Background: an optimization exercise with open tools, aiming at small area, a short achievable clock period and few clock cycles. Do not read the settings as production practice. Where RTL was checked, it was by simulation tests only, not by an equivalence proof against the original. No functional check of the RTL was part of runs 6 and 7. Power is estimated from default activity; no workload was simulated.

$ cat flow/standard.sh
#!/bin/bash
# synth_recipe.tcl (not shown) runs the flow's synth.tcl, then flattens the netlist and writes it again
# the make line also repeats each setting of config.mk as NAME=value (left out here)
make -C /OpenROAD-flow-scripts/flow DESIGN_CONFIG=/design/flow/config.mk WORK_HOME=/design/flow/orfs CLKGATE_MAP_FILE= SYNTH_SCRIPT=/design/flow/synth_recipe.tcl "${@:-finish}"
$ cat flow/constraint.sdc
create_clock -name core_clock -period 8.0 [get_ports {clk}]
set_input_delay 1.6000 -clock core_clock [delete_from_list [all_inputs] [get_ports {clk}]]
set_output_delay 1.6000 -clock core_clock [all_outputs]
set_load 0.01 [all_outputs]
$ cat flow/config.mk
export PLATFORM = sky130hd
export DESIGN_NAME = cmdproc
export DESIGN_NICKNAME = cmdproc
export VERILOG_FILES = /design/flow/design.v
export SDC_FILE = /design/flow/constraint.sdc
export NUM_CORES = 4
export LEC_CHECK = 0
export CAP_MARGIN = 20
export CORE_MARGIN = 2
export CORE_UTILIZATION = 40
export SETUP_SLACK_MARGIN = 5
export SLEW_MARGIN = 20
export TNS_END_PERCENT = 4
$ cat flow/flow/run.sh
#!/bin/bash
# Standard layout, with the port buffers made from the smallest buffer cell
# and a clock tree of small buffers without dummy loads.
set -e
export BUFFER_PORTS_ARGS="-buffer_cell sky130_fd_sc_hd__buf_1"
export CTS_ARGS="-sink_clustering_enable -repair_clock_nets -dont_use_dummy_load -buf_list sky130_fd_sc_hd__clkbuf_4"
bash standard.sh > standard.log 2>&1
$ cat flow/design.v
module cmdproc (
    input  wire        clk,
    input  wire        rst,           
    input  wire        start,
    input  wire [63:0] start_base,
    input  wire [31:0] start_count,
    output wire        idle,
    output wire        done,
    output wire        faulted,
    output wire [2:0]  f_code,
    output wire        f_hdr_valid,
    output wire [63:0] f_hdr_addr,
    output wire [31:0] f_hdr_word,
    output wire        f_call_valid,
    output wire [13:0] f_method,
    output wire [2:0]  f_subch,
    output wire [1:0]  f_argi,
    output wire        f_value_valid,
    output wire [31:0] f_value,
    output wire        xl_req,
    output wire [63:0] xl_va,
    input  wire        xl_rsp,
    input  wire        xl_err,
    input  wire [63:0] xl_pa,
    output wire        rd_req,
    output wire [63:0] rd_addr,
    input  wire        rd_rsp,
    input  wire        rd_err,
    input  wire [31:0] rd_data,
    output wire        ev_valid,
    output wire [2:0]  ev_kind,
    output wire [13:0] ev_method,
    output wire [2:0]  ev_subch,
    output wire [31:0] ev_value,
    output wire [1:0]  ev_rem,
    output wire [1:0]  ev_len,
    output wire [31:0] ev_code0,
    output wire [31:0] ev_code1,
    output wire [31:0] ev_code2
);
    localparam [2:0] EV_SUBMIT = 3'd4;
    localparam [2:0] EV_DIAG   = 3'd5;
    localparam [2:0] F_UNKNOWN_MODE       = 3'd1;
    localparam [2:0] F_INCREASE_ONCE_ZERO = 3'd2;
    localparam [2:0] F_BIND_CONFLICT      = 3'd3;
    localparam [2:0] F_UNBOUND_SUBCHANNEL = 3'd4;
    localparam [2:0] F_UNKNOWN_ENGINE     = 3'd5;
    localparam [2:0] F_MACRO_NO_ENTRY     = 3'd6;
    localparam [2:0] F_PORT               = 3'd7;
    reg         st_idle;       
    reg         st_xl;         
    reg         st_hq;         
    reg         st_hw;         
    reg         st_aw;         
    reg         st_inl;        
    reg         st_rew;        
    reg         st_flt;        
    reg  [7:0]  bound;
    reg  [1:0]  cls [0:7];
    reg         mac_act;
    reg  [31:0] mac_entry;
    reg  [1:0]  mac_len;
    reg  [31:0] mac_code0;     
    reg  [31:0] mac_code1;
    reg  [63:0] cur;           
    reg  [2:0]  hmid;          
    reg         hcy;           
    reg  [31:0] rcnt;          
    reg         pos;           
    reg         ovf;           
    reg  [31:0] hdr;
    reg  [1:0]  argi;
    reg  [13:0] cmeth;
    reg         cfault;        
    reg         cev;           
    reg  [2:0]  ckind;
    reg         clast;         
    reg  [2:0]  fcode;
    reg         fpa;           
    reg         q_hwa;         
    reg         q_hwp;         
    reg         q_hwd;         
    reg         q_awq;         
    reg         q_awd;         
    reg         q_awe;         
    reg         q_qp;          
    reg         q_qd;          
    reg         q_ie;          
    reg         sv_rd, sv_in, sv_me;
    reg         s0_rd, s0_in, s0_rg;
    reg         s1_rd, s1_in, s1_rg;
    reg         s2_rd, s2_in;
    wire [2:0]  h_mode = hdr[31:29];
    wire [2:0]  h_sc   = hdr[15:13];
    wire [1:0]  h_n    = hdr[17:16];
    wire        h_inl  = (h_mode == 3'd5);
    wire [1:0]  crem   = h_inl ? 2'd0 : (h_n - argi - 2'd1);
    wire [31:0] inl32  = {21'd0, hdr[28:18]};
    wire [2:0]  r_mode = rd_data[31:29];
    wire [1:0]  r_n    = rd_data[17:16];
    wire [2:0]  r_sc   = rd_data[15:13];
    wire        r_inl  = (r_mode == 3'd5);
    wire        r_nz   = rd_data[17] | rd_data[16];
    wire        r_bad  = r_mode[2] & r_mode[1];                     
    wire        r_le4  = ~r_mode[2] | ~(r_mode[1] | r_mode[0]);      
    function [4:0] outcome;    
        input [13:0] m;
        input        last;
        input        bnd;
        input [1:0]  cl;
        input        act;
        begin
            if (m == 14'h47)       outcome = 5'b00_000;
            else if (m == 14'h46)  outcome = act ? {1'b0, last, EV_SUBMIT} : 5'b10_000;
            else if (m == 14'h00)  outcome = bnd ? 5'b10_000 : 5'b00_000;
            else if (m < 14'h100)  outcome = {2'b01, EV_DIAG};
            else if (!bnd || cl == 2'd0) outcome = 5'b10_000;
            else                   outcome = {2'b01, 1'b0, cl};
        end
    endfunction
    wire        last0 = r_inl | (r_n == 2'd1);
    wire [4:0]  oc0 = outcome({1'b0, rd_data[12:0]}, last0,
                              bound[r_sc], cls[r_sc], mac_act);
    wire        c_bind = (cmeth == 14'h00);
    wire        c_m47  = (cmeth == 14'h47);
    wire        c_m46  = (cmeth == 14'h46);
    wire        inc    = (h_mode[2:1] == 2'b00) | ((h_mode == 3'd4) & (argi == 2'd0));
    wire [13:0] nmeth  = cmeth + {13'd0, inc};
    wire        lastn  = (h_n == (argi + 2'd2));
    wire [4:0]  ocn = outcome(nmeth, lastn,
                              bound[h_sc] | c_bind, cls[h_sc], mac_act | c_m47);
    wire [2:0]  dcode = c_m46  ? F_MACRO_NO_ENTRY :
                        c_bind ? F_BIND_CONFLICT :
                        bound[h_sc] ? F_UNKNOWN_ENGINE : F_UNBOUND_SUBCHANNEL;
    wire        xok   = xl_rsp & ~xl_err;
    wire        rok   = rd_rsp & ~rd_err;
    wire        x_ovf = (&xl_pa[63:2]) & (|xl_pa[1:0]);
    wire        areq = rok & ((q_hwa & r_nz & r_le4) | (q_awq & ~clast));
    wire        hreq = (rok & ((q_hwp & ~r_mode[2] & ~r_nz) | (q_awq & clast))) | q_qp;
    assign rd_req  = (rok & ((~r_mode[2] & ((q_hwa & r_nz) | q_hwp)) |
                             (q_hwa & r_nz & ~r_mode[1] & ~r_mode[0]) |
                             q_awq)) | q_qp;
    assign done    = (rok & ((q_hwd & ~r_mode[2] & ~r_nz) | q_awd)) | q_qd;
    assign idle    = st_idle | (done & start);
    assign faulted = st_flt;
    assign xl_req  = start & (st_idle | done);
    assign xl_va   = start_base;
    assign rd_addr = cur;
    wire        disp  = (st_aw & rok) | st_inl;
    wire        dok   = disp & ~cfault;
    wire        dlast = dok & clast;
    wire [31:0] val   = st_inl ? inl32 : rd_data;
    assign ev_valid  = (rok & q_awe) | q_ie;
    assign ev_kind   = ckind;
    assign ev_method = cmeth;
    assign ev_subch  = h_sc;
    assign ev_value  = ({32{sv_rd}} & rd_data) | ({32{sv_in}} & inl32) |
                       ({32{sv_me}} & mac_entry);
    assign ev_rem    = crem;
    assign ev_len    = mac_len + 2'd1;
    assign ev_code0  = ({32{s0_rd}} & rd_data) | ({32{s0_in}} & inl32) |
                       ({32{s0_rg}} & mac_code0);
    assign ev_code1  = ({32{s1_rd}} & rd_data) | ({32{s1_in}} & inl32) |
                       ({32{s1_rg}} & mac_code1);
    assign ev_code2  = ({32{s2_rd}} & rd_data) | ({32{s2_in}} & inl32);
    wire f_disp = (fcode != F_UNKNOWN_MODE) & (fcode != F_INCREASE_ONCE_ZERO) &
                  (fcode != F_PORT);
    assign f_code        = fcode;
    assign f_hdr_valid   = (fcode != F_PORT) | fpa;
    assign f_hdr_addr    = cur;
    assign f_hdr_word    = hdr;
    assign f_call_valid  = f_disp | ((fcode == F_PORT) & fpa);
    assign f_method      = cmeth;
    assign f_subch       = h_sc;
    assign f_argi        = argi;
    assign f_value_valid = f_disp;
    assign f_value       = mac_code0;
    wire hw_in  = st_hw & rok;                          
    wire adv    = dok & ~clast;                         
    wire flt_port0 = (st_xl & xl_rsp & xl_err) | (st_hq & pos & ovf) |
                     (st_hw & rd_rsp & rd_err) |
                     (hw_in & ~r_mode[2] & ~r_nz & pos & ovf) |
                     (dlast & pos & ovf);
    wire flt_port1 = (hw_in & r_nz & r_le4 & ovf) |
                     (st_aw & rd_rsp & rd_err) |
                     (adv & st_aw & ovf);
    wire flt_mode  = hw_in & r_bad;
    wire flt_ioz   = hw_in & (r_mode == 3'd4) & ~r_nz;
    wire flt_disp  = disp & cfault;
    wire flt_any   = flt_port0 | flt_port1 | flt_mode | flt_ioz | flt_disp;
    wire n_hq  = ~rst & st_xl & xok;
    wire n_hw  = ~rst & (hreq | (st_hw & ~rd_rsp));
    wire n_aw  = ~rst & (areq | (st_aw & ~rd_rsp));
    wire n_inl = ~rst & hw_in & r_inl;
    wire        mid_cy = &cur[4:2];
    wire        hi_c   = st_rew ? hcy : mid_cy;
    wire [58:0] hi_x   = cur[63:5] ^ {59{st_rew}};
    wire [7:0]  grp_all;
    wire [7:0]  grp_in;
    wire [58:0] hi_p;
    genvar g, b;
    generate
        for (g = 0; g < 8; g = g + 1) begin : grp
            localparam integer W = (g == 7) ? 3 : 8;
            wire [W:0] p;
            assign p[0] = grp_in[g];
            for (b = 0; b < W; b = b + 1) begin : bit_
                assign hi_p[8*g+b] = p[b];
                assign p[b+1] = p[b] & hi_x[8*g+b];
            end
            assign grp_all[g] = &hi_x[8*g + W - 1 : 8*g];
        end
        assign grp_in[0] = hi_c;
        for (g = 1; g < 8; g = g + 1) begin : gcarry
            assign grp_in[g] = grp_in[g-1] & grp_all[g-1];
        end
    endgenerate
    wire [2:0]  mid_n  = st_rew ? hmid : cur[4:2] + 3'd1;
    wire [63:0] cur_n  = {cur[63:5] ^ hi_p, mid_n, cur[1:0]};
    wire        ovf_r  = (&cur[63:3]) & (|cur[2:0]);        
    wire        n_ovf  = (st_xl & xok) ? x_ovf : (hreq | areq) ? ovf_r : ovf;
    wire        n_pos  = (idle & start) ? (start_count != 32'd0) :
                         ((hreq | areq) & pos) ? (rcnt != 32'd1) : pos;
    wire [4:0]  n_oc   = hw_in ? oc0 : adv ? ocn : {cfault, cev, ckind};
    wire        n_last = hw_in ? last0 : adv ? lastn : clast;
    wire        n_cf   = n_oc[4];
    wire        n_ce   = n_oc[3];
    wire        n_sub  = n_oc[2] & ~n_oc[0];
    wire [1:0]  n_mlen = rst ? 2'd0 :
                         (dok & (c_m47 | (c_m46 & clast))) ? 2'd0 :
                         (dok & c_m46) ? mac_len + 2'd1 : mac_len;
    always @(posedge clk) begin
        st_hq  <= n_hq;
        st_hw  <= n_hw;
        st_aw  <= n_aw;
        st_inl <= n_inl;
        q_hwa  <= n_hw & ~n_ovf;
        q_hwp  <= n_hw & ~n_ovf & n_pos;
        q_hwd  <= n_hw & ~n_pos;
        q_awq  <= n_aw & ~n_cf & ~n_ovf & (~n_last | n_pos);
        q_awd  <= n_aw & ~n_cf & n_last & ~n_pos;
        q_awe  <= n_aw & n_ce;
        q_qp   <= (n_hq | (n_inl & ~n_cf)) & n_pos & ~n_ovf;
        q_qd   <= (n_hq | (n_inl & ~n_cf)) & ~n_pos;
        q_ie   <= n_inl & n_ce;
        sv_rd  <= ~n_inl & ~n_sub;
        sv_in  <= n_inl & ~n_sub;
        sv_me  <= n_sub;
        s0_rd  <= ~n_inl & (n_mlen == 2'd0);
        s0_in  <= n_inl & (n_mlen == 2'd0);
        s0_rg  <= (n_mlen != 2'd0);
        s1_rd  <= ~n_inl & (n_mlen == 2'd1);
        s1_in  <= n_inl & (n_mlen == 2'd1);
        s1_rg  <= (n_mlen != 2'd1);
        s2_rd  <= ~n_inl;
        s2_in  <= n_inl;
        mac_len <= n_mlen;
        if (rst) begin
            st_idle <= 1'b1;
            st_xl   <= 1'b0;
            st_rew  <= 1'b0;
            st_flt  <= 1'b0;
            bound   <= 8'd0;
            mac_act <= 1'b0;
        end else begin
            st_idle <= (st_idle | done) & ~start;
            st_xl   <= (idle & start) | (st_xl & ~xl_rsp);
            st_rew  <= flt_any;
            st_flt  <= st_flt | st_rew;
            if (dok) begin
                if (c_m47) begin
                    mac_act   <= 1'b1;
                    mac_entry <= val;
                end else if (c_m46) begin
                    if (clast)
                        mac_act <= 1'b0;
                end else if (c_bind) begin
                    bound[h_sc] <= 1'b1;
                end
            end
        end
        if (dok & c_bind)
            cls[h_sc] <= (val == 32'h20) ? 2'd1 :
                         (val == 32'h07) ? 2'd2 :
                         (val == 32'h30) ? 2'd3 : 2'd0;
        if ((dok & c_m46 & ~clast & (mac_len == 2'd0)) | flt_disp)
            mac_code0 <= val;
        if (dok & c_m46 & ~clast & (mac_len == 2'd1))
            mac_code1 <= rd_data;      
        ovf <= n_ovf;
        pos <= n_pos;
        if (idle & start)
            rcnt <= start_count;
        else if ((hreq | areq) & pos)
            rcnt <= rcnt - 32'd1;
        if (st_xl & xok)
            cur <= xl_pa;
        else if (hreq | areq | st_rew)
            cur <= cur_n;
        if (hreq) begin
            hmid <= cur[4:2];
            hcy  <= mid_cy;
        end else if (areq)
            hcy  <= hcy | mid_cy;
        {cfault, cev, ckind} <= n_oc;
        clast <= n_last;
        if (hw_in) begin
            hdr   <= rd_data;
            argi  <= 2'd0;
            cmeth <= {1'b0, rd_data[12:0]};
        end else if (adv) begin
            argi  <= argi + 2'd1;
            cmeth <= nmeth;
        end
        if (flt_port0 | flt_port1) begin
            fcode <= F_PORT;
            fpa   <= flt_port1;
        end else if (flt_mode)
            fcode <= F_UNKNOWN_MODE;
        else if (flt_ioz)
            fcode <= F_INCREASE_ONCE_ZERO;
        else if (flt_disp)
            fcode <= dcode;
    end
endmodule
==> results of run 1 <==
==> cells by family after synthesis <==
kind of cell / after synthesis
flip-flops: 313
AND/OR/NAND/NOR: 619
adder cells (fa/ha/maj): 13
AO/OA/AOI/OAI: 361
XOR/XNOR: 123
multiplexers: 28
buffers and inverters: 307
==> path summary, 6_finish.rpt <==
check / cells after the start / from / end
min reg2reg: 2 / st_flt / st_flt
max: 6 / rd_data[17] / xl_req
max reg2reg: 8 / st_inl / cls[0][1]
min: 2 / st_flt / st_flt
==> area by class of cell <==
cell class | count | area share
Antenna cell | 4 | 0.000465
Clock buffer | 87 | 0.0303
Inverter | 69 | 0.0128
Multi-Input combinational cell | 1144 | 0.362
Sequential cell | 313 | 0.412
Tap cell | 592 | 0.0344
Timing Repair Buffer | 605 | 0.148
==> power by group <==
group          total [µW]  switching (µW)  internal, µW
clock                1120             628           490
combinational         375             215           159
sequential           1850            47.5          1800
total                3340             891          2450
==> registers in the layout, indices dropped and copies added, names as in the netlist, 2 cells and up, named ones only <==
| name | cells |
|---|---|
| argi | 2 |
| bound | 8 |
| ckind | 3 |
| cls | 16 |
| cmeth | 14 |
| cur | 64 |
| fcode | 3 |
| hdr | 32 |
| hmid | 3 |
| mac_code0 | 32 |
| mac_code1 | 32 |
| mac_entry | 32 |
| mac_len | 2 |
| rcnt | 32 |
==> layout by cell type (no fill, tap or decap), types with 12 or more instances in the layout <==
cell,n
a31oi_1,13
nand3b_1,12
xor2_1,54
nand3_1,37
edfxtp_1,259
nor3_1,29
inv_1,66
nand2b_1,16
nor2_1,103
clkbuf_4,87
o21ai_1,12
nand2_1,167
nor2b_1,29
a21oi_1,54
xnor2_1,68
buf_6,15
mux2i_1,13
buf_4,79
o21ai_0,102
buf_1,466
dfxtp_1,49
nand4_1,47
buf_2,18
a222oi_1,33
a22o_1,78
and2_1,31
buf_12,16
nor4_1,39
==> timing repair <==
| action | CTS | global route |
|---|---|---|
| setup endpoints to repair | 733 | 638 |
| gates cloned | 4 | 1 |
| resized for setup | 159 | 76 |
| pin swaps | 21 | 27 |
| setup buffers | 38 | 33 |
==> routing by layer <==
metal  global-route usage  wire, µm
met4               0.0966      2070
met5              0.00625        46
met2                0.438     32100
met3               0.0653      6030
met1                0.349     26600
==> through the flow <==
stage | worst slack, ns | total power, µW
2_1_floorplan | 3.74 | 2090
3_3_place_gp | 2.86 | 2190
3_5_place_dp | 2.83 | 2190
4_1_cts | 3.83 | 3360
5_1_grt | 3.82 | 3480
6_report | 3.84 | 3340
==> critical path, delay by kind of cell <==
family	cells	cell delay (ns)
buffers and inverters	3	0.33
AND/OR/NAND/NOR	1	0.32
AO/OA/AOI/OAI	2	0.31
==> impl_metrics.env, run 1 <==
export IMPL_core_area_um2=44300
export IMPL_area_growth_pct=19.7
export IMPL_yosysMostFrequentCell="edfxtp_1"
export IMPL_num_vias=16200
export IMPL_nNetsFinal=2432
export IMPL_crit_required_ns=6.40
export IMPL_crit_fanout=4
export IMPL_synth_avg_cell_area_um2=10.2
export IMPL_antenna_found_initial=3
export IMPL_gp_congestion=0.913
export IMPL_final_seq_area_um2=8870
export IMPL_period_minus_slack_ns=4.16
export IMPL_skew_ns=0.121
export IMPL_ctsHoldBuffers=0
export IMPL_ys_flop_type="edfxtp_1"
export IMPL_grt_pass1_wl_mm=95.0
export IMPL_p_per_area_nw_per_um2=155
export IMPL_die_h_um=216
export IMPL_numPortBuffers=509
export IMPL_slew_headroom=0.204
export IMPL_synth_area_leaders="edfxtp_1 (43%), buf_4 (6.2%), dfxtp_1 (6.0%), a22o_1 (3.8%), nand2_1 (3.5%)"
export IMPL_synthSimpleGateAreaFrac=0.182
export IMPL_hold_class="register to register"
export IMPL_design_area_um2=21500
export IMPL_end_kind="primary output"
export IMPL_cts_max_path_buffers=3
export IMPL_setup_violations=0
export IMPL_fp_dieW_um=216
export IMPL_ys_seq_area_frac=0.492
export IMPL_synth_seq_cells=313
export IMPL_num_fill_cells=4256
export IMPL_drive_gt1_frac=0.140
export IMPL_vdd_ir_drop_max_v=0.0000957
export IMPL_first_global_vias=14900
export IMPL_ios=638
export IMPL_synth_distinct_cells=85
export IMPL_crit_slowest_cell="nor4b_4"
export IMPL_syn_inst=1764
export IMPL_tritoncts="built"
export IMPL_htree_num_levels=3
export IMPL_dp_cells=2647
export IMPL_p_leak_uw=0.00730
export IMPL_wl_per_cell_um=23.8
export IMPL_cts_root_buf="clkbuf_4"
export IMPL_cts_sinks=313
export IMPL_synthArstFlopShare=0
export IMPL_syn_nets=1976
export IMPL_r2r_slack_ns=4.45
export IMPL_synth_top_family_by_area="simple AND/OR/NAND/NOR gates"
export IMPL_rsz0062_at_grt="yes"
export IMPL_synth_xor_area_frac=0.0603
export IMPL_slowest_delay_ns=0.32
export IMPL_yosys_warnings=1
export IMPL_drc=0
export IMPL_initial_core_util=0.406
export IMPL_max_cap_violations=0
export IMPL_cts_buffers=87
export IMPL_path_cells="buf_12 > nor4b_4 > o21ai_4 > a21boi_4 > buf_12 > buf_6"
export IMPL_ant_nets=0
export IMPL_slew_viol_final=0
export IMPL_routed_wl_mm=66.9
export IMPL_final_cells=2814
export IMPL_holdWs_ns=0.482
export IMPL_clk_pin_slew_ns=0.06
export IMPL_grt_max_degree=86
export IMPL_finalSetupTns_ns=0
export IMPL_synthAdderAreaFrac=0.00904
export IMPL_first_pass_iters=9
export IMPL_synth_edf_count=259
export IMPL_dp_hpwl_mm=46.3
export IMPL_placed_area_um2=19400
export IMPL_tightest_slew_ns=1.19
export IMPL_die_area_um2=46700
export IMPL_path_class="primary input to primary output"
export IMPL_synth_area_mux_share=0.0204
export IMPL_cp_common_cell="buf_12"
export IMPL_final_util=0.486
export IMPL_synth_top_cell_by_area="edfxtp_1"
export IMPL_startpoint_type="primary input"
export IMPL_multi_input_area_um2=7790
export IMPL_yosys_top_cells_count="edfxtp_1 (259), nand2_1 (168), buf_4 (148)"
export IMPL_synth_area_um2=18000
export IMPL_status="finished clean"
export IMPL_via_per_inst=5.74
export IMPL_drt_iter0_markers=1652
export IMPL_rows=77
export IMPL_grt_usage=0.269
export IMPL_clk_latency_ns=0.82
export IMPL_synth_compound_area_frac=0.140
export IMPL_finalHoldViolCount=0
export IMPL_synth_top_area_frac=0.432
export IMPL_max_freq_ghz=0.240
export IMPL_period_share=0.520
export IMPL_overflow=0
export IMPL_critPathArrivalTime_ns=2.56
Testbench counts, summed over its fixed seeds: cycles 20,248.
==> run 2, diff against run 1 <==
--- a/flow/design.v
+++ b/flow/design.v
@@ -141,9 +141,10 @@
                              (q_hwa & r_nz & ~r_mode[1] & ~r_mode[0]) |
                              q_awq)) | q_qp;
     assign done    = (rok & ((q_hwd & ~r_mode[2] & ~r_nz) | q_awd)) | q_qd;
-    assign idle    = st_idle | (done & start);
+    wire   done_c  = (rok & q_awd) | q_qd;
+    assign idle    = st_idle | (done_c & start);
     assign faulted = st_flt;
-    assign xl_req  = start & (st_idle | done);
+    assign xl_req  = start & (st_idle | done_c);
     assign xl_va   = start_base;
     assign rd_addr = cur;
     wire        disp  = (st_aw & rok) | st_inl;
@@ -263,7 +264,7 @@
             bound   <= 8'd0;
             mac_act <= 1'b0;
         end else begin
-            st_idle <= (st_idle | done) & ~start;
+            st_idle <= (st_idle | done) & ~(idle & start);
             st_xl   <= (idle & start) | (st_xl & ~xl_rsp);
             st_rew  <= flt_any;
             st_flt  <= st_flt | st_rew;
==> impl_metrics.env, run 2 <==
export IMPL_routed_wl_mm=69.7
export IMPL_htree_num_levels=3
export IMPL_path_class="primary input to primary output"
export IMPL_cp_num_buf_inv=3
export IMPL_drc=0
export IMPL_finalSetupTns_ns=0
export IMPL_drive_gt1_frac=0.139
export IMPL_synth_seq_cells=313
export IMPL_tightest_slew_ns=0.943
export IMPL_dp_hpwl_mm=48.0
export IMPL_crit_required_ns=6.40
export IMPL_overflow=0
export IMPL_synth_distinct_cells=88
export IMPL_vdd_ir_drop_max_v=0.0000987
export IMPL_initial_core_util=0.407
export IMPL_period_minus_slack_ns=4.22
export IMPL_crit_slowest_cell="or2_4"
export IMPL_max_freq_ghz=0.237
export IMPL_drt_iter0_markers=1869
export IMPL_ys_seq_area_frac=0.489
export IMPL_final_common_cell="buf_1"
export IMPL_rows=77
export IMPL_clk_latency_ns=0.85
export IMPL_cts_sinks=313
export IMPL_synth_area_um2=18100
export IMPL_largest_register_ffs=64
export IMPL_ios=638
export IMPL_p_leak_uw=0.00730
export IMPL_first_pass_iters=6
export IMPL_die_area_um2=47000
export IMPL_fin_total_pwr_uw=3490
export IMPL_startpoint_type="primary input"
export IMPL_yosys_top_cells_count="edfxtp_1 (259), nand2_1 (178), buf_4 (149)"
export IMPL_area_growth_pct=18.9
export IMPL_cts_buffers=90
export IMPL_grt_pass1_wl_mm=99.3
export IMPL_gp_congestion=0.919
export IMPL_cts_max_path_buffers=3
export IMPL_crit_fanout=3
export IMPL_period_share=0.527
export IMPL_via_per_inst=5.84
export IMPL_slowest_delay_ns=0.27
export IMPL_path_cells="buf_1 > buf_6 > or2_4 > nor2_4 > a21oi_2 > o21bai_2 > buf_2"
export IMPL_synthSimpleGateAreaFrac=0.186
export IMPL_grt_usage=0.280
export IMPL_syn_nets=2004
export IMPL_finalHoldViolCount=0
export IMPL_synthAdderAreaFrac=0.00897
export IMPL_max_cap_violations=0
export IMPL_synth_top_area_frac=0.429
export IMPL_hold_class="register to register"
export IMPL_ys_flop_type="edfxtp_1"
export IMPL_skew_ns=0.110
export IMPL_ant_nets=0
export IMPL_first_global_vias=15700
export IMPL_synthArstFlopShare=0
export IMPL_status="finished clean"
export IMPL_synth_area_leaders="edfxtp_1 (43%), buf_4 (6.2%), dfxtp_1 (6.0%), nand2_1 (3.7%), a22o_1 (3.6%)"
export IMPL_synth_edf_count=259
export IMPL_end_kind="primary output"
export IMPL_syn_inst=1792
export IMPL_final_cell_mix="buf_1 (463), edfxtp_1 (259), nand2_1 (178), nor2_1 (124), o21ai_0 (97)"
export IMPL_path_delay_family="simple AND/OR/NAND/NOR gates"
export IMPL_antenna_found_initial=5
export IMPL_cts_root_buf="clkbuf_4"
export IMPL_synth_top_family_by_area="simple AND/OR/NAND/NOR gates"
export IMPL_clk_pin_slew_ns=0.06
export IMPL_numPortBuffers=509
export IMPL_synth_avg_cell_area_um2=10.1
export IMPL_largest_register="cur"
export IMPL_synth_area_mux_share=0.0203
export IMPL_yosysMostFrequentCell="edfxtp_1"
export IMPL_synth_compound_area_frac=0.141
export IMPL_num_vias=16600
export IMPL_fp_dieW_um=217
export IMPL_critPathArrivalTime_ns=2.62
export IMPL_synth_xor_area_frac=0.0580
export IMPL_tritoncts="built"
export IMPL_nNetsFinal=2463
export IMPL_die_h_um=217
export IMPL_yosys_warnings=1
export IMPL_grt_max_degree=63
export IMPL_p_per_area_nw_per_um2=162
export IMPL_slew_headroom=0.371
export IMPL_setup_violations=0
export IMPL_rsz0062_at_grt="yes"
export IMPL_wl_per_cell_um=24.5
export IMPL_synth_top_cell_by_area="edfxtp_1"
export IMPL_slew_viol_final=0
export IMPL_core_area_um2=44500
-- run 2: changes by cell type after synthesis, moves of 6 or more --
| cell | change |
|---|---|
| nand2b_1 | +9 |
| o22ai_1 | +7 |
| nor3_1 | +7 |
| nor2_1 | +20 |
| nor4_1 | -13 |
| nand2_1 | +10 |
| o21ai_1 | +7 |
| o21ai_0 | -12 |
| nand3_1 | -7 |
| xnor2_1 | -6 |
-- run 2: metrics by stage --
step / hold WS [ns] / util / cells / worst slack (ns) / area, µm²
2_1_floorplan: 0.463 / - / 1792 / 3.95 / 18200
3_3_place_gp: 0.482 / 0.439 / 2680 / 2.92 / 19500
3_5_place_dp: 0.501 / 0.439 / 2680 / 2.79 / 19500
4_1_cts: 0.512 / 0.465 / 2794 / 3.77 / 20700
5_1_grt: 0.517 / 0.484 / 2848 / 3.74 / 21500
6_report: 0.502 / 0.484 / 2848 / 3.78 / 21500
-- run 2: tightest hold or removal path: cells and delay by family (launching register included) --
kind	cells	cell delay [ns]
DFF	1	0.33
and+or+nand+nor	2	0.13
-- run 2: power by group --
part	internal, µW	switching, µW	total, µW
Combinational	195	285	480
Sequential	1810	52.5	1860
Clock	507	638	1140
-- run 2: cell type report --
cell class | count | area, µm²
Timing Repair Buffer | 603 | 3190
Clock buffer | 90 | 676
Fill cell | 4251 | 23000
Sequential cell | 313 | 8860
Tap cell | 592 | 741
Inverter | 73 | 292
Multi-Input combinational cell | 1168 | 7750
Timing Repair inverter | 2 | 10.0
Antenna cell | 7 | 17.5
-- run 2: final timing paths --
| kind | to | start | depth (start not counted) | slack [ns] |
|---|---|---|---|---|
| max | done | rd_data[16] | 7 | 3.78 |
| min | st_flt | st_flt | 2 | 0.50 |
| max reg2reg | cls[6][1] | st_inl | 8 | 4.75 |
| min reg2reg | st_flt | st_flt | 2 | 0.50 |
-- run 2: logic make-up (layout without fill, tap and decap cells) --
family                   count (synthesis)  in the layout
adder cells (fa/ha/maj)                 13             13
XOR/XNOR                               120            120
multiplexers                            28             28
other                                    0              7
buffers and inverters                  311            768
AND/OR/NAND/NOR                        642            642
flip-flops                             313            313
AO/OA/AOI/OAI                          365            365
-- run 2: per-layer routing --
metal | vias up | wire (µm) | global-route usage
met5 | - | 0 | 0
met4 | 0 | 2170 | 0.0952
met3 | 124 | 7090 | 0.0765
met2 | 1110 | 33400 | 0.460
met1 | 8001 | 27100 | 0.357
li1 | 7395 | - | -
-- run 2: repair_timing --
| item | 4_1_cts | 5_1_grt |
|---|---|---|
| cloned | 4 | 7 |
| pin swaps | 14 | 21 |
| gates resized for setup | 97 | 118 |
| setup buffers | 20 | 39 |
| hold endpoints to repair | 0 | 0 |
| hold buffers | 0 | 0 |
| endpoints found under the setup margin | 752 | 703 |
Testbench counts of run 2, summed over its fixed seeds: cycles 20,254.
==> run 3, diff against run 2 <==
--- a/flow/config.mk
+++ b/flow/config.mk
@@ -7,7 +7,8 @@
 export LEC_CHECK = 0
 export CAP_MARGIN = 20
 export CORE_MARGIN = 2
-export CORE_UTILIZATION = 40
+export CORE_UTILIZATION = 55
+export PLACE_DENSITY = 0.68
 export SETUP_SLACK_MARGIN = 5
 export SLEW_MARGIN = 20
 export TNS_END_PERCENT = 4
==> impl_metrics.env, run 3 <==
export IMPL_synth_top_family_by_area="simple AND/OR/NAND/NOR gates"
export IMPL_syn_nets=2004
export IMPL_path_class="primary input to primary output"
export IMPL_ys_flop_type="edfxtp_1"
export IMPL_placed_area_um2=19300
export IMPL_synthSimpleGateAreaFrac=0.186
export IMPL_max_freq_ghz=0.235
export IMPL_routed_wl_mm=72.5
export IMPL_largest_register_ffs=64
export IMPL_largest_register="cur"
export IMPL_skew_ns=0.0911
export IMPL_clk_pin_slew_ns=0.05
export IMPL_synth_xor_area_frac=0.0580
export IMPL_final_common_cell="buf_1"
export IMPL_htree_num_levels=3
export IMPL_holdWs_ns=0.480
export IMPL_drc=0
export IMPL_synth_compound_area_frac=0.141
export IMPL_tightest_slew_ns=0.935
export IMPL_synth_avg_cell_area_um2=10.1
export IMPL_dpl_worst_slack_ns=2.85
export IMPL_slowest_delay_ns=0.26
export IMPL_final_cell_mix="buf_1 (465), edfxtp_1 (259), nand2_1 (177), nor2_1 (123), o21ai_0 (97)"
export IMPL_finalSetupTns_ns=0
export IMPL_finalHoldViolCount=0
export IMPL_numPortBuffers=509
export IMPL_synth_top_cell_by_area="edfxtp_1"
export IMPL_tritoncts="built"
export IMPL_cp_num_buf_inv=4
export IMPL_fp_dieW_um=186
export IMPL_yosys_warnings=1
export IMPL_synth_distinct_cells=88
export IMPL_cp_common_cell="buf_6"
export IMPL_syn_inst=1792
export IMPL_startpoint_type="primary input"
export IMPL_setup_violations=0
export IMPL_clk_latency_ns=0.75
export IMPL_gp_congestion=0.957
export IMPL_grt_pass1_wl_mm=99.7
export IMPL_rows=66
export IMPL_synthArstFlopShare=0
export IMPL_synth_area_um2=18100
export IMPL_ys_seq_area_frac=0.489
export IMPL_initial_core_util=0.557
export IMPL_first_global_vias=15300
export IMPL_grt_usage=0.401
export IMPL_synth_top_area_frac=0.429
export IMPL_path_delay_family="buffers and inverters"
export IMPL_p_per_area_nw_per_um2=162
export IMPL_dp_cells=2526
export IMPL_ant_nets=0
export IMPL_crit_slowest_cell="or2_4"
export IMPL_critPathArrivalTime_ns=2.65
export IMPL_end_kind="primary output"
export IMPL_ios=638
export IMPL_cts_root_buf="clkbuf_4"
export IMPL_die_area_um2=34400
export IMPL_vdd_ir_drop_max_v=0.000112
export IMPL_grt_max_degree=84
export IMPL_yosys_top_cells_count="edfxtp_1 (259), nand2_1 (178), buf_4 (149)"
export IMPL_final_seq_area_um2=8870
export IMPL_area_growth_pct=17.6
export IMPL_max_cap_violations=0
export IMPL_p_leak_uw=0.00722
export IMPL_cts_max_path_buffers=3
export IMPL_cts_sinks=313
export IMPL_drt_iter0_markers=1709
export IMPL_final_cells=2692
export IMPL_cts_buffers=86
export IMPL_status="finished clean"
export IMPL_num_fill_cells=2673
export IMPL_wl_per_cell_um=26.9
export IMPL_period_share=0.532
export IMPL_synthAdderAreaFrac=0.00897
export IMPL_synth_area_leaders="edfxtp_1 (43%), buf_4 (6.2%), dfxtp_1 (6.0%), nand2_1 (3.7%), a22o_1 (3.6%)"
export IMPL_rsz0062_at_grt="yes"
export IMPL_slew_headroom=0.377
export IMPL_path_cells="buf_6 > buf_6 > or2_4 > buf_4 > nand3_4 > nand3_2 > a21o_1 > buf_6"
export IMPL_hold_class="register to register"
export IMPL_die_h_um=186
export IMPL_period_minus_slack_ns=4.25
export IMPL_yosysMostFrequentCell="edfxtp_1"
export IMPL_setup_slack_ns=3.75
export IMPL_multi_input_area_um2=7830
export IMPL_overflow=0
export IMPL_design_area_um2=21300
export IMPL_slew_viol_final=0
export IMPL_synth_edf_count=259
export IMPL_synth_seq_cells=313
export IMPL_dp_hpwl_mm=51.2
export IMPL_via_per_inst=6.29
export IMPL_crit_required_ns=6.40
export IMPL_core_area_um2=32500
export IMPL_first_pass_iters=8
export IMPL_synth_area_mux_share=0.0203
export IMPL_crit_fanout=3
export IMPL_num_vias=16900
export IMPL_antenna_found_initial=5
export IMPL_drive_gt1_frac=0.141
export IMPL_nNetsFinal=2457
## run 3: cell counts after synthesis
No cell type changed its count.
## run 3: timing repair
| action | CTS | global route |
|---|---|---|
| buffers inserted | 28 | 38 |
| hold buffers | 0 | 0 |
| resized for setup | 104 | 122 |
| cloned | 4 | 2 |
| endpoints found under the setup margin | 680 | 715 |
| pin swaps | 14 | 25 |
## run 3: final timing paths
check / slack (ns) / start / to / depth (start not counted)
min: 0.48 / st_flt / st_flt / 2
max: 3.75 / rd_data[16] / rd_req / 8
min reg2reg: 0.48 / st_flt / st_flt / 2
max reg2reg: 4.69 / cmeth[12] / mac_code1[13] / 4
## run 3: area by class of cell
class,count,area share
diodes,7,0.000822
clock buffers,86,0.0303
inverters,73,0.0134
multi-input cells,1168,0.367
flip-flops and latches,313,0.416
well taps,442,0.0260
repair buffers,601,0.146
repair inverters,2,0.000470
## run 3: cells by family (layout without fill, tap and decap cells)
family,Yosys count,after routing
flops,313,313
compound gates,365,365
mux,28,28
fa+ha+maj,13,13
simple gates,642,642
other cells,0,7
buf+inv,311,762
xor+xnor,120,120
## run 3: tightest hold or removal path: stages, from the launching register on
cell	delay, ns
dfxtp_1	0.31
nor2_1	0.08
nor2_1	0.04
## run 3: power breakdown
group	switching [µW]	internal, µW
Combinational	270	191
Sequential	64.8	1810
Clock	622	486
Total	957	2490
## run 3: routing by layer
metal / GRT usage / vias to the layer above / routed length, µm
met4: 0.328 / 4 / 7010
li1: - / 7388 / -
met5: 0.0207 / - / 93
met2: 0.646 / 1171 / 33800
met1: 0.434 / 8137 / 24000
met3: 0.126 / 221 / 7640
## run 3: stage by stage
stage,power (µW),utilization
after floorplan,2160,-
after global placement,2290,0.594
after detailed placement,2300,0.594
after CTS,3420,0.632
after global routing,3570,0.655
final,3440,0.655
==> run 4, diff against run 3 <==
--- a/flow/config.mk
+++ b/flow/config.mk
@@ -7,8 +7,7 @@
 export LEC_CHECK = 0
 export CAP_MARGIN = 20
 export CORE_MARGIN = 2
-export CORE_UTILIZATION = 55
-export PLACE_DENSITY = 0.68
+export CORE_UTILIZATION = 40
 export SETUP_SLACK_MARGIN = 5
 export SLEW_MARGIN = 20
-export TNS_END_PERCENT = 4
+export TNS_END_PERCENT = 1
==> impl_metrics.env, run 4 <==
export IMPL_finalHoldViolCount=0
export IMPL_slowest_delay_ns=0.27
export IMPL_end_kind="primary output"
export IMPL_r2r_end="cur[63]"
export IMPL_period_share=0.528
export IMPL_grt_usage=0.276
export IMPL_path_delay_family="simple AND/OR/NAND/NOR gates"
export IMPL_slew_headroom=0.377
export IMPL_area_growth_pct=13.2
export IMPL_p_per_area_nw_per_um2=167
export IMPL_final_cell_mix="buf_1 (493), edfxtp_1 (259), nand2_1 (177), nor2_1 (123), o21ai_0 (98)"
export IMPL_htree_num_levels=3
export IMPL_via_per_inst=5.82
export IMPL_synth_area_um2=18100
export IMPL_grt_use_met2=0.449
export IMPL_min_to="st_flt"
export IMPL_num_vias=16200
export IMPL_startpoint_type="primary input"
export IMPL_ant_nets=0
export IMPL_syn_inst=1792
export IMPL_initial_core_util=0.407
export IMPL_first_global_vias=15600
export IMPL_yosysMostFrequentCell="edfxtp_1"
export IMPL_reg2regPathDepth=9
export IMPL_tightest_slew_ns=0.935
export IMPL_die_area_um2=47000
export IMPL_core_area_um2=44500
export IMPL_r2r_slack_ns=4.16
export IMPL_synthArstFlopShare=0
export IMPL_critPathArrivalTime_ns=2.62
export IMPL_final_common_cell="buf_1"
export IMPL_syn_nets=2004
export IMPL_period_minus_slack_ns=4.22
export IMPL_skew_ns=0.108
export IMPL_top_usage_layer="met2"
export IMPL_fin_total_pwr_uw=3430
export IMPL_setup_violations=0
export IMPL_dp_hpwl_mm=48.0
export IMPL_use_met1=0.355
export IMPL_fp_dieW_um=217
export IMPL_crit_required_ns=6.40
export IMPL_cp_num_buf_inv=3
export IMPL_cts_sinks=313
export IMPL_drc=0
export IMPL_synth_top_area_frac=0.429
export IMPL_antenna_found_initial=7
export IMPL_clk_latency_ns=0.85
export IMPL_min_path_cells=2
export IMPL_drive_gt1_frac=0.0945
export IMPL_finalSetupTns_ns=0
export IMPL_rows=77
export IMPL_nNetsFinal=2404
export IMPL_hold_class="register to register"
export IMPL_path_cells="buf_1 > buf_6 > or2_4 > nor2_4 > a21oi_2 > o21bai_2 > buf_2"
export IMPL_synth_top_cell_by_area="edfxtp_1"
export IMPL_rsz0062_at_grt="yes"
export IMPL_yosys_top_cells_count="edfxtp_1 (259), nand2_1 (178), buf_4 (149)"
export IMPL_holdCritStartpoint="st_flt"
export IMPL_status="finished clean"
export IMPL_numPortBuffers=509
export IMPL_clk_pin_slew_ns=0.06
export IMPL_slew_viol_final=0
export IMPL_cts_max_path_buffers=3
export IMPL_synth_edf_count=259
export IMPL_crit_fanout=3
export IMPL_yosys_warnings=1
export IMPL_ios=638
export IMPL_vdd_ir_drop_max_v=0.0000993
export IMPL_die_h_um=217
export IMPL_p_leak_uw=0.00670
export IMPL_grt_use_met3=0.0746
export IMPL_ys_seq_area_frac=0.489
export IMPL_tritoncts="built"
export IMPL_synth_avg_cell_area_um2=10.1
export IMPL_cts_root_buf="clkbuf_4"
export IMPL_cts_buffers=90
export IMPL_overflow=0
export IMPL_drt_iter0_markers=1704
export IMPL_max_cap_violations=0
export IMPL_path_class="primary input to primary output"
export IMPL_synth_distinct_cells=88
export IMPL_wl_per_cell_um=23.9
export IMPL_routed_wl_mm=66.7
export IMPL_crit_slowest_cell="or2_4"
export IMPL_largest_register="cur"
export IMPL_synth_area_leaders="edfxtp_1 (43%), buf_4 (6.2%), dfxtp_1 (6.0%), nand2_1 (3.7%), a22o_1 (3.6%)"
export IMPL_max_freq_ghz=0.237
export IMPL_synth_seq_cells=313
export IMPL_grt_pass1_wl_mm=98.1
export IMPL_grt_max_degree=63
export IMPL_gp_congestion=0.919
export IMPL_largest_register_ffs=64
export IMPL_worstReg2RegStart="st_rew"
export IMPL_first_pass_iters=8
export IMPL_ys_flop_type="edfxtp_1"
run 4: cell counts after synthesis:
No cell type changed its count.
run 4: worst register-to-register path, stage by stage, from the launching register on:
cell     delay [ns]
dfxtp_2        0.31
buf_4          0.36
buf_4          0.54
or4b_1         0.49
o32a_1         0.24
nor3_2         0.75
nand3_1        0.28
nor3_2         0.37
a21bo_2        0.20
a31oi_1        0.07
run 4: worst max-delay path by stage:
| stage | endpoint | slack [ns] | start | cells after the start |
|---|---|---|---|---|
| after floorplan | xl_req | 3.95 | rd_err | 4 |
| after global placement | xl_req | 2.92 | rd_err | 5 |
| after detailed placement | xl_req | 2.79 | rd_err | 5 |
| after CTS | done | 3.77 | rd_data[16] | 7 |
| after global routing | done | 3.75 | rd_data[16] | 7 |
| final | done | 3.78 | rd_data[16] | 7 |
run 4: cells by family (layout without fill, tap and decap cells):
family                     after synthesis  after routing  synth area share
other                                    0              8                 0
and+or+nand+nor                        642            642             0.186
xor gates and xnor gates               120            120            0.0580
muxes                                   28             28            0.0203
buffers and inverters                  311            709            0.0966
AOI/OAI and AO/OA                      365            365             0.141
adders and majority gates               13             13           0.00897
DFF                                    313            313             0.489
run 4: timing repair:
item,in CTS,in global routing
endpoints found under the setup margin,752,750
hold endpoints to repair,0,0
pin swaps,7,3
gates resized for setup,37,21
hold buffers,0,0
setup buffers,7,1
gates cloned,3,0
run 4: per-stage QoR:
step	instance area [µm²]	utilization	hold WS (ns)	setup slack, ns	cells
global placement	19500	0.439	0.482	2.92	2680
detailed placement	19500	0.439	0.501	2.79	2680
global route	20500	0.461	0.517	3.75	2789
finish	20500	0.461	0.505	3.78	2790
floorplan	18200	-	0.463	3.95	1792
CTS	20400	0.458	0.512	3.77	2780
run 4: report_power, final:
| part | leakage (µW) | switching (µW) | internal (µW) | total (µW) |
|---|---|---|---|---|
| logic | 0.00352 | 272 | 155 | 427 |
| registers | 0.00277 | 53.1 | 1810 | 1860 |
| clock network | 0.000414 | 637 | 507 | 1140 |
run 4: layer usage:
| layer | vias up | wire [µm] |
|---|---|---|
| li1 | 7276 | - |
| met1 | 7843 | 26900 |
| met2 | 999 | 31500 |
| met3 | 115 | 6420 |
| met4 | 2 | 1860 |
| met5 | - | 13 |
run 4: layout make-up:
type / instances / area [µm²]
multi-input combinational: 1168 / 7630
tap: 592 / 741
timing repair inverter: 2 / 10.0
clock buffer: 90 / 676
antenna: 8 / 20.0
timing repair buffer: 544 / 2280
fill: 4358 / 24000
sequential: 313 / 8860
inverter: 73 / 292
==> run 5, diff against run 4 <==
--- a/flow/config.mk
+++ b/flow/config.mk
@@ -10,4 +10,4 @@
 export CORE_UTILIZATION = 40
 export SETUP_SLACK_MARGIN = 5
 export SLEW_MARGIN = 20
-export TNS_END_PERCENT = 1
+export TNS_END_PERCENT = 0
==> impl_metrics.env, run 5 <==
export IMPL_status="finished clean"
export IMPL_finalSetupTns_ns=0
export IMPL_power_switching_uw=939
export IMPL_skew_ns=0.139
export IMPL_vdd_ir_drop_max_v=0.000122
export IMPL_period_minus_slack_ns=4.11
export IMPL_drt_iter0_markers=1534
export IMPL_first_pass_iters=9
export IMPL_clk_pin_slew_ns=0.06
export IMPL_fin_total_pwr_uw=3390
export IMPL_crit_required_ns=6.40
export IMPL_path_delay_family="buffers and inverters"
export IMPL_core_area_um2=44500
export IMPL_synth_distinct_cells=88
export IMPL_clk_latency_ns=0.85
export IMPL_synth_area_um2=18100
export IMPL_num_vias=15900
export IMPL_slew_headroom=0.289
export IMPL_p_per_area_nw_per_um2=166
export IMPL_tightest_slew_ns=1.07
export IMPL_synth_area_leaders="edfxtp_1 (43%), buf_4 (6.2%), dfxtp_1 (6.0%), nand2_1 (3.7%), a22o_1 (3.6%)"
export IMPL_grt_usage=0.250
export IMPL_period_share=0.514
export IMPL_path_class="primary input to primary output"
export IMPL_cts_max_path_buffers=3
export IMPL_max_cap_violations=0
export IMPL_synth_top_cell_by_area="edfxtp_1"
export IMPL_overflow=0
export IMPL_drc=0
export IMPL_numPortBuffers=509
export IMPL_tritoncts="built"
export IMPL_initial_core_util=0.407
export IMPL_ios=638
export IMPL_startpoint_type="primary input"
export IMPL_cts_root_buf="clkbuf_4"
export IMPL_synth_top_area_frac=0.429
export IMPL_ys_flop_type="edfxtp_1"
export IMPL_area_growth_pct=12.6
export IMPL_slowest_delay_ns=0.49
export IMPL_synth_edf_count=259
export IMPL_nNetsFinal=2398
export IMPL_cts_buffers=86
export IMPL_largest_register="cur"
export IMPL_dp_hpwl_mm=44.2
export IMPL_gp_congestion=0.888
export IMPL_grt_max_degree=77
export IMPL_htree_num_levels=3
export IMPL_antenna_found_initial=4
export IMPL_syn_inst=1792
export IMPL_final_common_cell="buf_1"
export IMPL_max_freq_ghz=0.243
export IMPL_finalHoldViolCount=0
export IMPL_ant_nets=0
export IMPL_die_h_um=217
export IMPL_drive_gt1_frac=0.0897
export IMPL_synthArstFlopShare=0
export IMPL_p_comb_frac=0.123
export IMPL_rsz0062_at_grt="yes"
export IMPL_crit_fanout=24
export IMPL_slew_viol_final=0
export IMPL_largest_register_ffs=64
export IMPL_die_area_um2=47000
export IMPL_synth_avg_cell_area_um2=10.1
export IMPL_p_int_uw=2450
export IMPL_cp_num_buf_inv=2
export IMPL_grt_pass1_wl_mm=90.4
export IMPL_synth_seq_cells=313
export IMPL_routed_wl_mm=61.6
export IMPL_fp_dieW_um=217
export IMPL_final_cell_mix="buf_1 (490), edfxtp_1 (259), nand2_1 (178), nor2_1 (124), o21ai_0 (98)"
export IMPL_path_cells="clkdlybuf4s18_2 > a22o_1 > buf_1"
export IMPL_end_kind="primary output"
export IMPL_yosys_warnings=1
export IMPL_yosys_top_cells_count="edfxtp_1 (259), nand2_1 (178), buf_4 (149)"
export IMPL_p_leak_uw=0.00666
export IMPL_setup_violations=0
export IMPL_rows=77
export IMPL_critPathArrivalTime_ns=2.51
export IMPL_wl_per_cell_um=22.2
export IMPL_yosysMostFrequentCell="edfxtp_1"
export IMPL_hold_class="register to register"
export IMPL_via_per_inst=5.70
export IMPL_sw_frac_of_total=0.277
export IMPL_ys_seq_area_frac=0.489
export IMPL_syn_nets=2004
export IMPL_final_util=0.459
export IMPL_cts_sinks=313
export IMPL_crit_slowest_cell="clkdlybuf4s18_2"
export IMPL_ctsHoldBuffers=0
export IMPL_seqPwrFrac=0.550
export IMPL_p_clk_frac=0.326
export IMPL_first_global_vias=14900
[run 5: worst paths after layout]
kind / from / end / slack, ns / cells after the start
setup / recovery: rd_data[15] / ev_code1[15] / 3.89 / 3
hold / removal: st_flt / st_flt / 0.46 / 2
setup reg to reg: argi[0] / sv_me / 4.18 / 13
hold reg to reg: st_flt / st_flt / 0.46 / 2
[run 5: final cells by class]
cell class,count,area [µm²]
fill,4349,24100
sequential,313,8860
multi-input combinational,1168,7590
timing repair buffer,542,2280
tap,592,741
clock buffer,86,646
inverter,73,280
timing repair inverter,2,10.0
antenna,3,7.51
[run 5: logic make-up (layout without fill, tap and decap cells)]
group	Yosys count	after routing	share of synthesized area
other	0	3	0
DFF	313	313	0.489
and+or+nand+nor	642	642	0.186
muxes	28	28	0.0203
adders and majority gates	13	13	0.00897
AOI/OAI and AO/OA	365	365	0.141
xor gates and xnor gates	120	120	0.0580
buffers and inverters	311	703	0.0966
[run 5: power by group through the flow]
| stage | Sequential (µW) | Clock [µW] | Combinational (µW) |
|---|---|---|---|
| 3_3_place_gp | 1890 | 0 | 398 |
| 4_1_cts | 1860 | 1140 | 412 |
| 6_report | 1860 | 1100 | 418 |
| 2_1_floorplan | 1890 | 0 | 273 |
| 3_5_place_dp | 1900 | 0 | 400 |
| 5_1_grt | 1870 | 1210 | 453 |
[run 5: timing repair]
item                       CTS  global route
resized for setup           31            27
pin swaps                    6             8
gates cloned                 2             0
setup endpoints to repair  777           770
buffers inserted             6             6
[run 5: routing by layer]
layer / vias up / wire [µm] / GRT usage
met3: 124 / 6190 / 0.0741
met5: - / 15 / 0
met2: 885 / 28700 / 0.395
li1: 7251 / - / -
met1: 7592 / 25000 / 0.328
met4: 2 / 1730 / 0.0874
[run 5: worst reg2reg max path: stages, from the launching register on]
cell,delay [ns]
dfxtp_1,0.34
inv_1,0.10
ha_1,0.17
nand2b_1,0.10
a21oi_1,0.18
ha_1,0.25
ha_1,0.37
nand3_1,0.28
nor4_2,0.46
mux2i_1,0.24
o22ai_1,0.22
a2111oi_0,0.58
and3b_1,0.29
and2_1,0.16
[run 5: through the flow]
stage          std cells  hold slack [ns]  setup slack [ns]  instance area [µm²]
6_report            2779            0.463              3.89                20400
2_1_floorplan       1792            0.463              3.95                18100
5_1_grt             2779            0.530              3.86                20400
3_3_place_gp        2675            0.461              2.87                19500
4_1_cts             2769            0.472              3.81                20300
3_5_place_dp        2675            0.458              2.79                19500
==> run 6, diff against run 5 <==
--- a/flow/design.v
+++ b/flow/design.v
@@ -70,7 +70,6 @@
     reg         ovf;           
     reg  [31:0] hdr;
     reg  [1:0]  argi;
-    reg  [13:0] cmeth;
     reg         cfault;        
     reg         cev;           
     reg  [2:0]  ckind;
@@ -96,6 +95,12 @@
     wire        h_inl  = (h_mode == 3'd5);
     wire [1:0]  crem   = h_inl ? 2'd0 : (h_n - argi - 2'd1);
     wire [31:0] inl32  = {21'd0, hdr[28:18]};
+    wire        h_inc  = (h_mode[2:1] == 2'b00);                   
+    wire        h_once = (h_mode == 3'd4);
+    wire [1:0]  koff   = h_inc ? argi : {1'b0, h_once & (argi != 2'd0)};
+    wire [1:0]  knxt   = h_inc ? argi + 2'd1 : {1'b0, h_once};
+    wire [13:0] cmeth  = {1'b0, hdr[12:0]} + {12'd0, koff};
+    wire [13:0] nmeth  = {1'b0, hdr[12:0]} + {12'd0, knxt};
     wire [2:0]  r_mode = rd_data[31:29];
     wire [1:0]  r_n    = rd_data[17:16];
     wire [2:0]  r_sc   = rd_data[15:13];
@@ -124,8 +129,6 @@
     wire        c_bind = (cmeth == 14'h00);
     wire        c_m47  = (cmeth == 14'h47);
     wire        c_m46  = (cmeth == 14'h46);
-    wire        inc    = (h_mode[2:1] == 2'b00) | ((h_mode == 3'd4) & (argi == 2'd0));
-    wire [13:0] nmeth  = cmeth + {13'd0, inc};
     wire        lastn  = (h_n == (argi + 2'd2));
     wire [4:0]  ocn = outcome(nmeth, lastn,
                               bound[h_sc] | c_bind, cls[h_sc], mac_act | c_m47);
@@ -308,10 +311,8 @@
         if (hw_in) begin
             hdr   <= rd_data;
             argi  <= 2'd0;
-            cmeth <= {1'b0, rd_data[12:0]};
         end else if (adv) begin
             argi  <= argi + 2'd1;
-            cmeth <= nmeth;
         end
         if (flt_port0 | flt_port1) begin
             fcode <= F_PORT;
--- a/flow/config.mk
+++ b/flow/config.mk
@@ -10,4 +10,4 @@
 export CORE_UTILIZATION = 40
 export SETUP_SLACK_MARGIN = 5
 export SLEW_MARGIN = 20
-export TNS_END_PERCENT = 0
+export TNS_END_PERCENT = 4
==> impl_metrics.env, run 6 <==
export IMPL_hold_class="register to register"
export IMPL_dp_hpwl_mm=49.3
export IMPL_rows=77
export IMPL_synthArstFlopShare=0
export IMPL_synth_area_um2=17800
export IMPL_ant_nets=0
export IMPL_vdd_ir_drop_max_v=0.0000975
export IMPL_synth_compound_area_frac=0.140
export IMPL_drive_gt1_frac=0.114
export IMPL_grt_max_degree=83
export IMPL_startpoint_type="register"
export IMPL_max_cap_violations=0
export IMPL_tightest_slew_ns=1.08
export IMPL_synth_top_area_frac=0.415
export IMPL_dp_cells=2657
export IMPL_yosys_warnings=1
export IMPL_critPathArrivalTime_ns=3.09
export IMPL_finalHoldViolCount=0
export IMPL_synth_edf_count=246
export IMPL_grt_usage=0.276
export IMPL_period_share=0.586
export IMPL_ctsHoldBuffers=0
export IMPL_ys_seq_area_frac=0.475
export IMPL_gp_congestion=0.936
export IMPL_synth_seq_cells=299
export IMPL_fp_dieW_um=215
export IMPL_synthAdderAreaFrac=0.0128
export IMPL_ios=638
export IMPL_cts_max_path_buffers=3
export IMPL_cts_root_buf="clkbuf_4"
export IMPL_tritoncts="built"
export IMPL_ys_flop_type="edfxtp_1"
export IMPL_numPortBuffers=509
export IMPL_fin_total_pwr_uw=3210
export IMPL_initial_core_util=0.404
export IMPL_num_fill_cells=4233
export IMPL_area_growth_pct=15.6
export IMPL_clk_pin_slew_ns=0.06
export IMPL_clk_latency_ns=0.81
export IMPL_largest_register_ffs=64
export IMPL_via_per_inst=5.83
export IMPL_final_cell_mix="buf_1 (481), edfxtp_1 (246), nand2_1 (155), nor2_1 (142), o21ai_0 (97)"
export IMPL_synth_distinct_cells=78
export IMPL_cts_buffers=83
export IMPL_die_h_um=215
export IMPL_cts_sinks=299
export IMPL_p_leak_uw=0.00682
export IMPL_rsz0062_at_grt="yes"
export IMPL_max_freq_ghz=0.213
export IMPL_synth_xor_area_frac=0.0571
export IMPL_htree_num_levels=3
export IMPL_syn_inst=1779
export IMPL_final_cells=2775
export IMPL_synth_top_family_by_area="simple AND/OR/NAND/NOR gates"
export IMPL_final_common_cell="buf_1"
export IMPL_num_vias=16200
export IMPL_nNetsFinal=2399
export IMPL_crit_required_ns=6.40
export IMPL_syn_nets=1995
export IMPL_final_util=0.467
export IMPL_period_minus_slack_ns=4.69
export IMPL_routed_wl_mm=67.4
export IMPL_yosys_top_cells_count="edfxtp_1 (246), nand2_1 (157), buf_4 (149)"
export IMPL_p_per_area_nw_per_um2=156
export IMPL_die_area_um2=46200
export IMPL_path_class="register to primary output"
export IMPL_synth_avg_cell_area_um2=9.99
export IMPL_synth_top_cell_by_area="edfxtp_1"
export IMPL_overflow=0
export IMPL_status="finished clean"
export IMPL_first_global_vias=15000
export IMPL_largest_register="cur"
export IMPL_drc=0
export IMPL_slew_viol_final=0
export IMPL_drt_iter0_markers=1850
export IMPL_synth_area_mux_share=0.0288
export IMPL_crit_fanout=4
export IMPL_grt_pass1_wl_mm=95.6
export IMPL_skew_ns=0.101
export IMPL_core_area_um2=44000
export IMPL_yosysMostFrequentCell="edfxtp_1"
export IMPL_synthSimpleGateAreaFrac=0.187
export IMPL_synth_area_leaders="edfxtp_1 (42%), buf_4 (6.3%), dfxtp_1 (6.0%), a22o_1 (3.6%), nand2_1 (3.3%)"
export IMPL_wl_per_cell_um=24.3
export IMPL_final_seq_area_um2=8460
export IMPL_antenna_found_initial=4
export IMPL_multi_input_area_um2=7880
export IMPL_slew_headroom=0.281
export IMPL_first_pass_iters=9
export IMPL_setup_violations=0
export IMPL_end_kind="primary output"
export IMPL_finalSetupTns_ns=0
-- run 6: logic make-up (layout without fill, tap and decap cells) --
logic type	Yosys count	count (layout)
and+or+nand+nor	637	639
AOI/OAI and AO/OA	357	357
buffers and inverters	317	717
DFF	299	299
xor gates and xnor gates	116	116
muxes	36	36
adders and majority gates	17	17
other	0	2
-- run 6: timing repair --
action | in CTS | in global routing
setup buffers | 22 | 7
endpoints found under the setup margin | 692 | 709
pin swaps | 15 | 9
gates cloned | 2 | 2
gates resized for setup | 99 | 14
-- run 6: power by group --
part	internal [µW]	switching (µW)	total, µW
clock	468	588	1060
sequential	1730	51.6	1780
combinational	145	231	377
total	2340	871	3210
-- run 6: per-layer routing --
metal / part of all wire / GRT usage / routed length, µm / vias to the layer above
met3: 0.089 / 0.0706 / 5990 / 152
met4: 0.056 / 0.155 / 3800 / 2
met1: 0.37 / 0.326 / 25300 / 7852
met2: 0.48 / 0.459 / 32300 / 938
li1: - / - / - / 7232
met5: 0.00010 / 0 / 7 / -
-- run 6: final timing paths --
kind         slack (ns)  startpoint      endpoint  cells past startpoint
min reg2reg        0.47      st_flt        st_flt                      2
max                3.31     argi[0]  f_method[10]                     12
min                0.47      st_flt        st_flt                      2
max reg2reg        3.71     argi[0]         s0_rd                     19
-- run 6: cell type report --
class,count,share of cell area
Multi-Input combinational cell,1165,0.384
Sequential cell,299,0.412
Clock buffer,83,0.0303
Inverter,77,0.0156
Antenna cell,2,0.000244
Timing Repair Buffer,556,0.121
Tap cell,592,0.0361
Timing Repair inverter,1,0.000792
-- run 6: through the flow --
stage / hold WS [ns] / area [µm²] / worst slack, ns
after floorplan: 0.448 / 17900 / 3.95
after global placement: 0.457 / 19200 / 3.14
after detailed placement: 0.457 / 19200 / 3.07
after CTS: 0.471 / 20400 / 3.19
after global routing: 0.515 / 20500 / 3.07
final: 0.469 / 20500 / 3.31
-- run 6: critical path: stages, from the launching register on --
cell     delay [ns]
dfxtp_4        0.36
inv_4          0.04
ha_4           0.14
nor2_1         0.08
a21oi_1        0.07
nor2_1         0.12
ha_2           0.21
inv_2          0.04
fa_2           0.39
and3b_1        0.23
and4_4         0.26
xor2_4         0.21
buf_6          0.13
==> run 7, diff against run 6 <==
--- a/flow/config.mk
+++ b/flow/config.mk
@@ -10,4 +10,4 @@
 export CORE_UTILIZATION = 40
 export SETUP_SLACK_MARGIN = 5
 export SLEW_MARGIN = 20
-export TNS_END_PERCENT = 4
+export TNS_END_PERCENT = 1
==> impl_metrics.env, run 7 <==
export IMPL_status="finished clean"
export IMPL_max_freq_ghz=0.214
export IMPL_period_minus_slack_ns=4.67
export IMPL_drc=0
export IMPL_end_kind="primary output"
export IMPL_period_share=0.584
export IMPL_final_cell_mix="buf_1 (498), edfxtp_1 (246), nand2_1 (156), nor2_1 (143), o21ai_0 (99)"
export IMPL_cts_sinks=299
export IMPL_placed_area_um2=19200
export IMPL_overflow=0
export IMPL_synth_compound_area_frac=0.140
export IMPL_htree_num_levels=3
export IMPL_synth_area_mux_share=0.0288
export IMPL_core_area_um2=44000
export IMPL_slew_headroom=0.272
export IMPL_synth_seq_cells=299
export IMPL_yosysMostFrequentCell="edfxtp_1"
export IMPL_largest_register="cur"
export IMPL_area_growth_pct=13.6
export IMPL_first_pass_iters=9
export IMPL_p_leak_uw=0.00664
export IMPL_hold_class="register to register"
export IMPL_design_area_um2=20200
export IMPL_first_global_vias=14900
export IMPL_crit_fanout=4
export IMPL_tightest_slew_ns=1.09
export IMPL_synthAdderAreaFrac=0.0128
export IMPL_drt_iter0_markers=1641
export IMPL_num_vias=16100
export IMPL_syn_nets=1995
export IMPL_largest_register_ffs=64
export IMPL_startpoint_type="register"
export IMPL_numPortBuffers=509
export IMPL_final_common_cell="buf_1"
export IMPL_via_per_inst=5.81
export IMPL_nNetsFinal=2387
export IMPL_grt_pass1_wl_mm=94.9
export IMPL_synth_area_um2=17800
export IMPL_setup_violations=0
export IMPL_gp_congestion=0.936
export IMPL_cts_buffers=83
export IMPL_synth_avg_cell_area_um2=9.99
export IMPL_grt_usage=0.274
export IMPL_synth_top_family_by_area="simple AND/OR/NAND/NOR gates"
export IMPL_antenna_found_initial=3
export IMPL_drive_gt1_frac=0.0959
export IMPL_routed_wl_mm=66.2
export IMPL_clk_pin_slew_ns=0.06
export IMPL_path_class="register to primary output"
export IMPL_fin_total_pwr_uw=3200
export IMPL_ys_flop_type="edfxtp_1"
export IMPL_synth_area_leaders="edfxtp_1 (42%), buf_4 (6.3%), dfxtp_1 (6.0%), a22o_1 (3.6%), nand2_1 (3.3%)"
export IMPL_dp_hpwl_mm=49.3
export IMPL_finalSetupTns_ns=0
export IMPL_wl_per_cell_um=24.0
export IMPL_ios=638
export IMPL_grt_max_degree=83
export IMPL_tritoncts="built"
export IMPL_synthArstFlopShare=0
export IMPL_synth_top_cell_by_area="edfxtp_1"
export IMPL_max_cap_violations=0
export IMPL_die_area_um2=46200
export IMPL_synth_distinct_cells=78
export IMPL_cts_root_buf="clkbuf_4"
export IMPL_ys_seq_area_frac=0.475
export IMPL_yosys_warnings=1
export IMPL_crit_required_ns=6.40
export IMPL_synthSimpleGateAreaFrac=0.187
export IMPL_synth_top_area_frac=0.415
export IMPL_clk_latency_ns=0.80
export IMPL_rsz0062_at_grt="yes"
export IMPL_yosys_top_cells_count="edfxtp_1 (246), nand2_1 (157), buf_4 (149)"
export IMPL_finalHoldViolCount=0
export IMPL_fp_dieW_um=215
export IMPL_rows=77
export IMPL_synth_xor_area_frac=0.0571
export IMPL_die_h_um=215
export IMPL_initial_core_util=0.404
export IMPL_ant_nets=0
export IMPL_syn_inst=1779
export IMPL_critPathArrivalTime_ns=3.07
export IMPL_skew_ns=0.0933
export IMPL_num_fill_cells=4280
export IMPL_slew_viol_final=0
export IMPL_vdd_ir_drop_max_v=0.0000972
export IMPL_cts_max_path_buffers=3
export IMPL_synth_edf_count=246
export IMPL_p_per_area_nw_per_um2=159
[run 7: cell counts after synthesis]
Identical to the previous run, type by type.
[run 7: critical path: stages (launching register included)]
cell,delay [ns]
dfxtp_4,0.36
inv_4,0.04
ha_4,0.14
nor2_1,0.08
a21oi_1,0.07
nor2_1,0.12
ha_2,0.21
inv_2,0.04
fa_2,0.39
and3b_1,0.23
and4_4,0.26
xor2_4,0.20
buf_6,0.13
[run 7: cell type report]
type | count | area (µm²) | area share
repair inverters | 1 | 16.3 | 0.000805
well taps | 592 | 741 | 0.0367
flip-flops and latches | 299 | 8460 | 0.419
inverters | 77 | 318 | 0.0157
clock buffers | 83 | 623 | 0.0309
repair buffers | 546 | 2290 | 0.113
diodes | 1 | 2.50 | 0.000124
multi-input cells | 1163 | 7740 | 0.383
[run 7: per-stage QoR]
| step | utilization | std cells | hold WS [ns] | worst slack (ns) |
|---|---|---|---|---|
| finish | 0.459 | 2762 | 0.469 | 3.33 |
| global route | 0.459 | 2762 | 0.515 | 3.08 |
| CTS | 0.457 | 2757 | 0.471 | 3.18 |
| detailed placement | 0.436 | 2657 | 0.457 | 3.07 |
| global placement | 0.436 | 2657 | 0.457 | 3.14 |
| floorplan | - | 1779 | 0.448 | 3.95 |
[run 7: layer usage]
layer  vias up  wire (µm)  global-route usage
li1       7201          -                   -
met1      7781      24800               0.322
met2       908      31600               0.453
met3       164       5760              0.0729
met4         0       3990               0.156
met5         -          0                   0
[run 7: cells by family (layout without fill, tap and decap cells)]
kind of cell | after synthesis | in the layout
AO/OA/AOI/OAI | 357 | 357
XOR/XNOR | 116 | 116
adder cells (fa/ha/maj) | 17 | 17
buffers and inverters | 317 | 707
flip-flops | 299 | 299
multiplexers | 36 | 36
other | 0 | 1
AND/OR/NAND/NOR | 637 | 637
[run 7: worst paths after layout]
check	startpoint	to	slack, ns	cells past startpoint
worst max-delay path	argi[0]	f_method[10]	3.33	12
worst max register to register	argi[0]	mac_code1[16]	3.63	15
worst min register to register	st_flt	st_flt	0.47	2
worst min-delay path	st_flt	st_flt	0.47	2
[run 7: repair_timing]
action                                  in CTS  in global routing
pin swaps                                    9                  6
hold buffers                                 0                  0
gates cloned                                 2                  0
resized for setup                           34                 13
endpoints found under the setup margin     692                741
buffers inserted                            15                  4
[run 7: report_power, final]
| group | switching (µW) | leakage, µW | internal, µW | total, µW |
|---|---|---|---|---|
| Sequential | 51.3 | 0.00264 | 1730 | 1780 |
| Clock | 588 | 0.000382 | 468 | 1060 |
| Combinational | 228 | 0.00361 | 140 | 368 |

==> separate check: timing with driven ports <==
The flow's constraints put no driver on any port. The routed layouts listed below were extracted and timed again, unchanged, in two steps.
Step 1: set_driving_cell puts a clkbuf_16 on clk and a buf_2 on each other input, an assumption about the parent block.
Step 2 adds t to the input delays and takes it off the output delays; t is the mean of the earliest and latest rising clock arrival at the registers after step 1. Input paths then give back, and output paths get back, about the clock's delay inside the block.
Slacks: ideal ports / drivers / drivers and shift; pairs: ideal ports / drivers.
| run | t, ns | setup WS [ns] | worst hold slack (ns) |
|---|---|---|---|
| run 1 | 0.820 | 3.839 / 3.788 / 3.498 | 0.482 / 0.482 / 0.482 |
| run 2 | 0.844 | 3.781 / 3.760 / 3.381 | 0.502 / 0.502 / 0.502 |
| run 3 | 0.756 | 3.748 / 3.713 / 3.476 | 0.480 / 0.480 / 0.480 |
| run 4 | 0.842 | 3.775 / 3.751 / 3.391 | 0.505 / 0.505 / 0.505 |
| run 5 | 0.831 | 3.887 / 3.811 / 3.296 | 0.463 / 0.463 / 0.463 |
| run 6 | 0.820 | 3.310 / 3.252 / 3.528 | 0.469 / 0.469 / 0.469 |
| run 7 | 0.812 | 3.328 / 3.271 / 3.404 | 0.469 / 0.469 / 0.469 |
After both steps setup and hold are still met in every run listed. For run 5, which loses most, drivers alone change the setup slack by -0.076 ns; drivers and shift together by -0.591 ns.
